Source: an optimization exercise on an open RTL-to-GDS flow (aim: small area, a short achievable clock period and few clock cycles per item). Production flows keep margins and buffers that such runs may drop.
Only the layout flow was run in this run; the RTL was not checked for function there.
Power and IR drop assume default switching activity.

<file path="flow/design.v">
module hpd_pd_engine (
    input  wire         clk,
    input  wire         rst,
    input  wire         ht_we,
    input  wire [3:0]   ht_idx,
    input  wire         ht_valid,
    input  wire [3:0]   ht_len,
    input  wire [11:0]  ht_pat,
    input  wire [7:0]   ht_code,
    input  wire [7:0]   ltidx,
    input  wire         cmd_valid,
    input  wire [1:0]   cmd_op,
    output wire         cmd_ready,
    input  wire         in_valid,
    input  wire [7:0]   in_data,
    input  wire         in_last,
    output reg          in_ready,
    output wire         done,
    output reg          pvalid,
    output reg          hdr,
    output reg  [4:0]   err_code,
    output reg  [15:0]  err_ptr,
    output reg  [15:0]  bitptr,
    output reg          inchain,
    output reg  [3:0]   ccount,
    output reg  [15:0]  pcount,
    output reg  [15:0]  derrcnt,
    output wire [511:0] acc
);
    localparam NSLOT = 64;
    localparam OP_INIT = 2'd0;
    localparam OP_STEP = 2'd1;
    localparam E_NONE       = 5'h00;
    localparam E_HUF_SHORT  = 5'h01;
    localparam E_HUF_LONG   = 5'h02;
    localparam E_SIGN_BAD   = 5'h03;
    localparam E_SIGN_SHORT = 5'h04;
    localparam E_PD_RANGE   = 5'h06;
    localparam E_PD_HDR_LEN = 5'h07;
    localparam E_CFG_LTIDX  = 5'h12;
    localparam S_IDLE  = 3'd0;
    localparam S_MARK  = 3'd1;
    localparam S_HDR   = 3'd2;
    localparam S_CONT  = 3'd3;
    localparam S_DRAIN = 3'd4;
    localparam S_DONE  = 3'd5;
    localparam F_SIGN = 2'd0;
    localparam F_HUF1 = 2'd1;
    localparam F_HUF2 = 2'd2;
    reg        ht_v   [0:15];
    reg [3:0]  ht_l   [0:15];
    reg [11:0] ht_p   [0:15];
    reg [7:0]  ht_c   [0:15];
    reg [7:0]  acc_r  [0:NSLOT-1];
    reg [7:0]  scr    [0:NSLOT-1];
    reg [2:0]  state;
    reg [1:0]  field;
    reg [23:0] bb;         
    reg [4:0]  bcnt;       
    reg        seen_last;
    reg [15:0] p;          
    reg [15:0] q;          
    reg [15:0] hp;         
    reg [3:0]  hlen;       
    reg [5:0]  slot;
    reg        neg;
    reg [7:0]  d1;
    reg [15:0] vcnt;       
    assign cmd_ready = (state == S_IDLE);
    assign done      = (state == S_DONE);
    genvar g;
    generate
        for (g = 0; g < NSLOT; g = g + 1) begin : g_acc
            assign acc[8*g +: 8] = acc_r[g];
        end
    endgenerate
    wire [4:0] need = (field == F_SIGN) ? 5'd2 : {1'b0, hlen};
    wire       have = (bcnt >= need);
    reg        hit;
    reg [7:0]  hit_code;
    reg [11:0] cand;
    integer    k;
    always @(*) begin
        cand = bb[23:12] >> (4'd12 - hlen);
        hit = 1'b0;
        hit_code = 8'd0;
        for (k = 15; k >= 0; k = k - 1) begin
            if (ht_v[k] && ht_l[k] == hlen &&
                ((ht_p[k] ^ cand) & ((12'h001 << hlen) - 12'h001)) == 12'h000) begin
                hit = 1'b1;
                hit_code = ht_c[k];
            end
        end
    end
    wire [12:0] mag  = {1'b0, d1, 4'b0000} + {5'b00000, hit_code};
    wire [13:0] sum  = neg ? ({6'b0, scr[slot]} - {1'b0, mag})
                           : ({6'b0, scr[slot]} + {1'b0, mag});
    wire        in_range = (sum[13:8] == 6'd0);
    wire [7:0]  marker_hdr = 8'hAA + ltidx;
    integer i;
    task automatic fail;
        input [4:0]  code;
        input [15:0] ptr;
        begin
            err_code <= code;
            err_ptr  <= ptr;
            inchain  <= 1'b0;
            ccount   <= 4'd0;
            derrcnt  <= derrcnt + 16'd1;
            state    <= seen_last ? S_DONE : S_DRAIN;
        end
    endtask
    always @(*) begin
        case (state)
            S_MARK, S_HDR, S_DRAIN: in_ready = 1'b1;
            S_CONT:                 in_ready = !have && !seen_last;
            default:                in_ready = 1'b0;
        endcase
    end
    always @(posedge clk) begin
        if (rst) begin
            state     <= S_IDLE;
            field     <= F_SIGN;
            bb        <= 24'd0;
            bcnt      <= 5'd0;
            seen_last <= 1'b0;
            p         <= 16'd0;
            q         <= 16'd0;
            hp        <= 16'd0;
            hlen      <= 4'd1;
            slot      <= 6'd0;
            neg       <= 1'b0;
            d1        <= 8'd0;
            vcnt      <= 16'd0;
            pvalid    <= 1'b0;
            hdr       <= 1'b0;
            err_code  <= E_NONE;
            err_ptr   <= 16'd0;
            bitptr    <= 16'd0;
            inchain   <= 1'b0;
            ccount    <= 4'd0;
            pcount    <= 16'd0;
            derrcnt   <= 16'd0;
            for (i = 0; i < 16; i = i + 1) begin
                ht_v[i] <= 1'b0;
                ht_l[i] <= 4'd0;
                ht_p[i] <= 12'd0;
                ht_c[i] <= 8'd0;
            end
            for (i = 0; i < NSLOT; i = i + 1) begin
                acc_r[i] <= 8'd0;
                scr[i]   <= 8'd0;
            end
        end else begin
            case (state)
                S_IDLE: begin
                    if (ht_we) begin
                        ht_v[ht_idx] <= ht_valid;
                        ht_l[ht_idx] <= ht_len;
                        ht_p[ht_idx] <= ht_pat;
                        ht_c[ht_idx] <= ht_code;
                    end
                    if (cmd_valid) begin
                        err_code <= E_NONE;
                        err_ptr  <= 16'd0;
                        case (cmd_op)
                            OP_INIT: begin
                                inchain <= 1'b0;
                                ccount  <= 4'd0;
                                pvalid  <= 1'b0;
                                hdr     <= 1'b0;
                                pcount  <= 16'd0;
                                state   <= S_DONE;
                            end
                            OP_STEP: begin
                                pvalid    <= 1'b0;
                                hdr       <= 1'b0;
                                seen_last <= 1'b0;
                                if (ltidx > 8'h55) begin
                                    err_code <= E_CFG_LTIDX;
                                    err_ptr  <= {8'd0, ltidx};
                                    state    <= S_DRAIN;
                                end else begin
                                    state    <= S_MARK;
                                end
                            end
                            default: begin  
                                inchain <= 1'b0;
                                ccount  <= 4'd0;
                                pvalid  <= 1'b0;
                                hdr     <= 1'b0;
                                state   <= S_DONE;
                            end
                        endcase
                    end
                end
                S_MARK: begin
                    if (in_valid) begin
                        seen_last <= in_last;
                        if (in_data == marker_hdr) begin
                            hdr  <= 1'b1;
                            vcnt <= 16'd0;
                            if (in_last) begin
                                err_code <= E_PD_HDR_LEN;
                                err_ptr  <= 16'd0;
                                inchain  <= 1'b0;
                                ccount   <= 4'd0;
                                derrcnt  <= derrcnt + 16'd1;
                                state    <= S_DONE;
                            end else begin
                                state <= S_HDR;
                            end
                        end else if (inchain) begin
                            for (i = 0; i < NSLOT; i = i + 1)
                                scr[i] <= acc_r[i];
                            field <= F_SIGN;
                            bb    <= 24'd0;
                            bcnt  <= 5'd0;
                            p     <= 16'd0;
                            q     <= 16'd0;
                            hlen  <= 4'd1;
                            slot  <= 6'd0;
                            state <= S_CONT;
                        end else begin
                            state <= in_last ? S_DONE : S_DRAIN;
                        end
                    end
                end
                S_HDR: begin
                    if (in_valid) begin
                        if (vcnt < NSLOT)
                            scr[vcnt[5:0]] <= in_data;
                        if (vcnt != 16'hFFFF)
                            vcnt <= vcnt + 16'd1;
                        if (in_last) begin
                            if (vcnt == NSLOT - 1) begin
                                for (i = 0; i < NSLOT; i = i + 1)
                                    acc_r[i] <= (i == NSLOT - 1) ? in_data : scr[i];
                                inchain <= 1'b1;
                                ccount  <= 4'd0;
                                pvalid  <= 1'b1;
                                pcount  <= pcount + 16'd1;
                            end else begin
                                err_code <= E_PD_HDR_LEN;
                                err_ptr  <= (vcnt == 16'hFFFF) ? 16'hFFFF : vcnt + 16'd1;
                                inchain  <= 1'b0;
                                ccount   <= 4'd0;
                                derrcnt  <= derrcnt + 16'd1;
                            end
                            state <= S_DONE;
                        end
                    end
                end
                S_CONT: begin
                    if (!have) begin
                        if (seen_last) begin
                            if (field == F_SIGN)
                                fail(E_SIGN_SHORT, p);
                            else
                                fail(E_HUF_SHORT, hp);
                        end else if (in_valid) begin
                            bb        <= bb | ({16'd0, in_data} << (5'd16 - bcnt));
                            bcnt      <= bcnt + 5'd8;
                            seen_last <= in_last;
                        end
                    end else begin
                        case (field)
                            F_SIGN: begin
                                if (bb[23] == 1'b0) begin
                                    neg   <= bb[22];
                                    bb    <= bb << 2;
                                    bcnt  <= bcnt - 5'd2;
                                    p     <= p + 16'd2;
                                    hp    <= p + 16'd2;
                                    hlen  <= 4'd1;
                                    field <= F_HUF1;
                                end else begin
                                    fail(E_SIGN_BAD, p);
                                end
                            end
                            default: begin  
                                if (hit) begin
                                    bb   <= bb << hlen;
                                    bcnt <= bcnt - {1'b0, hlen};
                                    p    <= p + {12'd0, hlen};
                                    hp   <= p + {12'd0, hlen};
                                    hlen <= 4'd1;
                                    if (field == F_HUF1) begin
                                        d1    <= hit_code;
                                        field <= F_HUF2;
                                    end else if (!in_range) begin
                                        fail(E_PD_RANGE, q);
                                    end else begin
                                        scr[slot] <= sum[7:0];
                                        field     <= F_SIGN;
                                        slot      <= slot + 6'd1;
                                        q         <= p + {12'd0, hlen};
                                        if (slot == 6'd63) begin
                                            for (i = 0; i < NSLOT; i = i + 1)
                                                acc_r[i] <= (i == NSLOT - 1) ? sum[7:0] : scr[i];
                                            bitptr  <= p + {12'd0, hlen};
                                            ccount  <= ccount + 4'd1;
                                            if (ccount == 4'd8)
                                                inchain <= 1'b0;
                                            pvalid  <= 1'b1;
                                            pcount  <= pcount + 16'd1;
                                            state   <= seen_last ? S_DONE : S_DRAIN;
                                        end
                                    end
                                end else if (hlen == 4'd12) begin
                                    fail(E_HUF_LONG, hp);
                                end else begin
                                    hlen <= hlen + 4'd1;
                                end
                            end
                        endcase
                    end
                end
                S_DRAIN: begin
                    if (in_valid && in_last)
                        state <= S_DONE;
                end
                default: begin  
                    state <= S_IDLE;
                end
            endcase
        end
    end
endmodule
</file>
<file path="flow/run.sh">
#!/bin/bash
# synth_recipe.tcl (not shown) runs the flow's synth.tcl, then flattens the netlist and writes it again
# the make line also repeats each setting of config.mk as NAME=value (left out here)
make -C /OpenROAD-flow-scripts/flow DESIGN_CONFIG=/design/flow/config.mk WORK_HOME=/design/flow/orfs CLKGATE_MAP_FILE= SYNTH_SCRIPT=/design/flow/synth_recipe.tcl finish
</file>
<file path="flow/config.mk">
export PLATFORM = sky130hd
export DESIGN_NAME = hpd_pd_engine
export DESIGN_NICKNAME = hpd_pd_engine
export VERILOG_FILES = /design/flow/design.v
export SDC_FILE = /design/flow/constraint.sdc
export NUM_CORES = 4
export LEC_CHECK = 0
export CAP_MARGIN = 20
export CORE_MARGIN = 2
export CORE_UTILIZATION = 40
export SLEW_MARGIN = 20
</file>
<file path="flow/constraint.sdc">
create_clock -name core_clock -period 12.0 [get_ports {clk}]
set_input_delay 2.4000 -clock core_clock [delete_from_list [all_inputs] [get_ports {clk}]]
set_output_delay 2.4000 -clock core_clock [all_outputs]
set_load 0.01 [all_outputs]
</file>
==> flow_summary.toml <==
[detailed_routing]
ant_nets = 0
via_count = 68700
drc_errors = 0
wirelength_um = 327000
viasPerCell = 5.97
drt_pass1_iterations = 7
wl_per_cell_um = 28.4
drtIter0Drc = 8284

[clock_network]
cts_hold_buffers = 0
cts_buffer_depth = 3
cts_root_buf = "clkbuf_16"
cts_tree = "yes"
clock_latency_ns = 0.87
cts.sinks = 1623
path_clk_slew_ns = 0.07
cts_buffers = 177
htreeDepth = 4

[logic_synthesis]
synth_fp_nets = 8276
synth_top_cell_area_share_pct = 34.3
synth_top_family_by_area = "simple AND/OR/NAND/NOR gates"
syn_area_mm2 = 0.0799
synth_warnings = 2
synth_compound_area_share_pct = 15.1
ys.flop_type = "edfxtp_1"
syn_inst = 8173
synth-simple-area-share_pct = 17.6
synth_fa_ha_area_share_pct = 0.821
synth_xor_area_share_pct = 3.57
yosysTopAreaCell = "edfxtp_1"
ys_seq_elements = 1623
synthArstFlopShare_pct = 0
syn_avg_cell_area_um2 = 9.77
ys_types = 119
ys_seq_area_share_pct = 52.1
yosys-top-cells-area = "edfxtp_1, dfxtp_1, nand2_1, mux4_2, a21oi_1"
muxShareOfSynthArea_pct = 6.77
synth_edf_count = 912

[sta]
fmax_mhz = 88.1
worst_hold_slack_ns = 0.460
hold_viol = 0
finalSetupViolCount = 0
min_period_ns = 11.35
worstMarginPinSlew_ns = 1.27
fin_ws_ns = 0.651
rsz0062_at_grt = "false"
fin_crit_sh_pct = 94.6
slew_violations = 0
maxSlewHeadroom_pct = 15.2
skew_ns = 0.0858
finalSetupTns_ns = 0

[layout]
layout_common_cells = "nand2_1, edfxtp_1, dfxtp_1, a21oi_1, clkdlybuf4s50_1"
mostFrequentLayoutCell = "nand2_1"
layout-drive-gt1-share_pct = 11.0
final_nets = 8780
fin_util_pct = 48.3
areaGrowthSynthToFinish_pct = 20.3

[global_route]
grt_pass1_wl_um = 465000
grt_max_degree = 202
grt.total_usage_pct = 30.9
grt_pass1_vias = 64800
antenna_found_initial = 14
gr-total-overflow = 0

[power_and_ir_drop]
switching_share_pct = 25.6
comb_power_share_pct = 8.0
p_clk_share_pct = 43.8
p_leak_nw = 31.6
ir_drop_mv = 0.150
p_seq_share_pct = 48.2
p_sw_mw = 3.25
p_per_area_mw_per_mm2 = 132
p_int_mw = 9.45

[setup_path]
cp_max_fo = 23
cp_top_family = "compound AO/OA/AOI/OAI gates"
cp.arrival_ns = 11.90
cp.required_ns = 12.55
regToRegSetupSlack_ns = 0.65
cp-start-kind = "flip-flop"
critPathKind = "flip-flop to flip-flop"
slowest_stage = "a31oi_1"
end_kind = "flip-flop"
max_stage_delay_ns = 0.81
cp.buffers_inverters = 9

[hold_path]
holdCritPathClass = "flip-flop to flip-flop"

[floorplanning]
core_region_area_mm2 = 0.199
die_w_um = 451
dieArea_mm2 = 0.203
initial_core_util_pct = 40.1
io-pin-count = 644
die_y_um = 451
num_rows = 164

[place]
dp_slack_ns = 0.371
place_congestion = 0.962
dp_hpwl_um = 231000
io_buffers = 642

[outcome]
status = "finished clean"

[job]
drv_cap = 0
-- final cells by class --
| class | instances | area (um^2) |
|---|---|---|
| clock inverter | 81 | 842 |
| sequential | 1623 | 41600 |
| tap | 2656 | 3320 |
| fill | 18400 | 103000 |
| timing repair buffer | 967 | 9340 |
| clock buffer | 253 | 5050 |
| multi-input combinational | 5801 | 35500 |
| inverter | 107 | 409 |
| antenna | 12 | 30.0 |
-- routing by layer --
| layer | vias up | track usage [%] | share of wire (%) |
|---|---|---|---|
| li1 | 30200 | - | - |
| met2 | 3628 | 50.8 | 47 |
| met3 | 777 | 5.08 | 8.4 |
| met4 | 8 | 19.0 | 7.1 |
| met5 | - | 0 | 0.014 |
| met1 | 34100 | 38.1 | 37 |
-- synth_stat cells, types with 23 or more instances --
cell type / n
nor2_1: 410
inv_1: 101
dfxtp_1: 711
o32ai_1: 55
a31oi_2: 27
o22ai_1: 233
nand4_1: 40
mux2i_1: 90
edfxtp_1: 912
nand3_1: 79
mux4_2: 186
nor2b_1: 34
xor2_1: 120
ha_1: 46
nor4_1: 34
clkbuf_1: 407
a21oi_1: 696
a211oi_1: 77
a31oi_1: 59
and2_1: 431
and3_1: 39
buf_1: 38
nand2b_1: 26
o21ai_1: 50
a21o_1: 23
buf_2: 150
or3_1: 40
xnor2_1: 201
buf_4: 41
o31ai_1: 27
nor3_1: 119
o21ai_0: 467
nand2_1: 1804
-- tightest hold or removal path, delay by kind of cell (launching register included) --
family	cells	cell delay, ns
and+or+nand+nor	1	0.05
DFF	1	0.31
AOI/OAI and AO/OA	1	0.05
-- power by group through the flow --
| stage | registers, mW | clock network, mW | logic, mW |
|---|---|---|---|
| 2_1_floorplan | 6.19 | 0 | 0.488 |
| 3_3_place_gp | 6.23 | 0 | 0.964 |
| 3_5_place_dp | 6.23 | 0 | 0.972 |
| 4_1_cts | 6.12 | 5.61 | 0.975 |
| 5_1_grt | 6.13 | 5.82 | 1.05 |
| 6_report | 6.12 | 5.57 | 1.01 |
-- path summary, 6_finish.rpt --
| check | startpoint | endpoint | cells after the start |
|---|---|---|---|
| setup / recovery | hlen[1] | scr[32][0] | 47 |
| hold reg to reg | hdr | hdr | 2 |
| setup reg to reg | hlen[1] | scr[32][0] | 47 |
| hold / removal | hdr | hdr | 2 |
-- logic make-up (layout without fill, tap and decap cells) --
family / after synthesis / after routing
flip-flops: 1623 / 1623
multiplexers: 302 / 302
AO/OA/AOI/OAI: 1979 / 1980
adder cells (fa/ha/maj): 50 / 50
XOR/XNOR: 323 / 323
buffers and inverters: 750 / 1408
AND/OR/NAND/NOR: 3145 / 3145
other: 1 / 13
-- sequential cells by signal, indices dropped and copies added, names as in the netlist, 24 cells and up, named ones only --
| name | cells |
|---|---|
| ht_l | 64 |
| scr | 512 |
| acc_r | 512 |
| ht_p | 192 |
| ht_c | 128 |
| bb | 24 |
-- metrics by stage --
stage               std cells  total power, mW  cell area, um^2
floorplan                8173             6.68            79900
global placement        11100             7.19            90000
detailed placement      11100             7.21            90000
CTS                     11500             12.7            95900
global route            11500             13.0            96100
finish                  11500             12.7            96100
-- what timing repair did --
action | CTS | global route
setup endpoints to repair | 0 | 672
resized for setup | 0 | 8
setup buffers | 0 | 10

==> port drivers added, routing unchanged <==
How much do the figures lean on ideal ports? The routed layout below was timed once more, with nothing changed but the port constraints.
Step 1, drivers: a clkbuf_16 drives clk and a buf_2 each remaining input, both assumed.
Step 2 adds t to the input delays and takes it off the output delays; t is the mean of the earliest and latest rising clock arrival at the registers after step 1. Input paths then give back, and output paths get back, about the clock's delay inside the block.
Slacks: ideal / step 1 / step 2; pairs: ideal / step 1.
shift t [ns]: 0.911
setup WS [ns]: 0.651 / 0.651 / 0.651
worst hold slack (ns): 0.460 / 0.460 / 0.460
worst setup path after step 2: register to register
worst register clock-pin slew, ns: 0.07 / 0.07
After both steps this run still meets setup and hold. For this run, drivers alone change the setup slack by 0.000 ns; drivers and shift together by 0.000 ns.
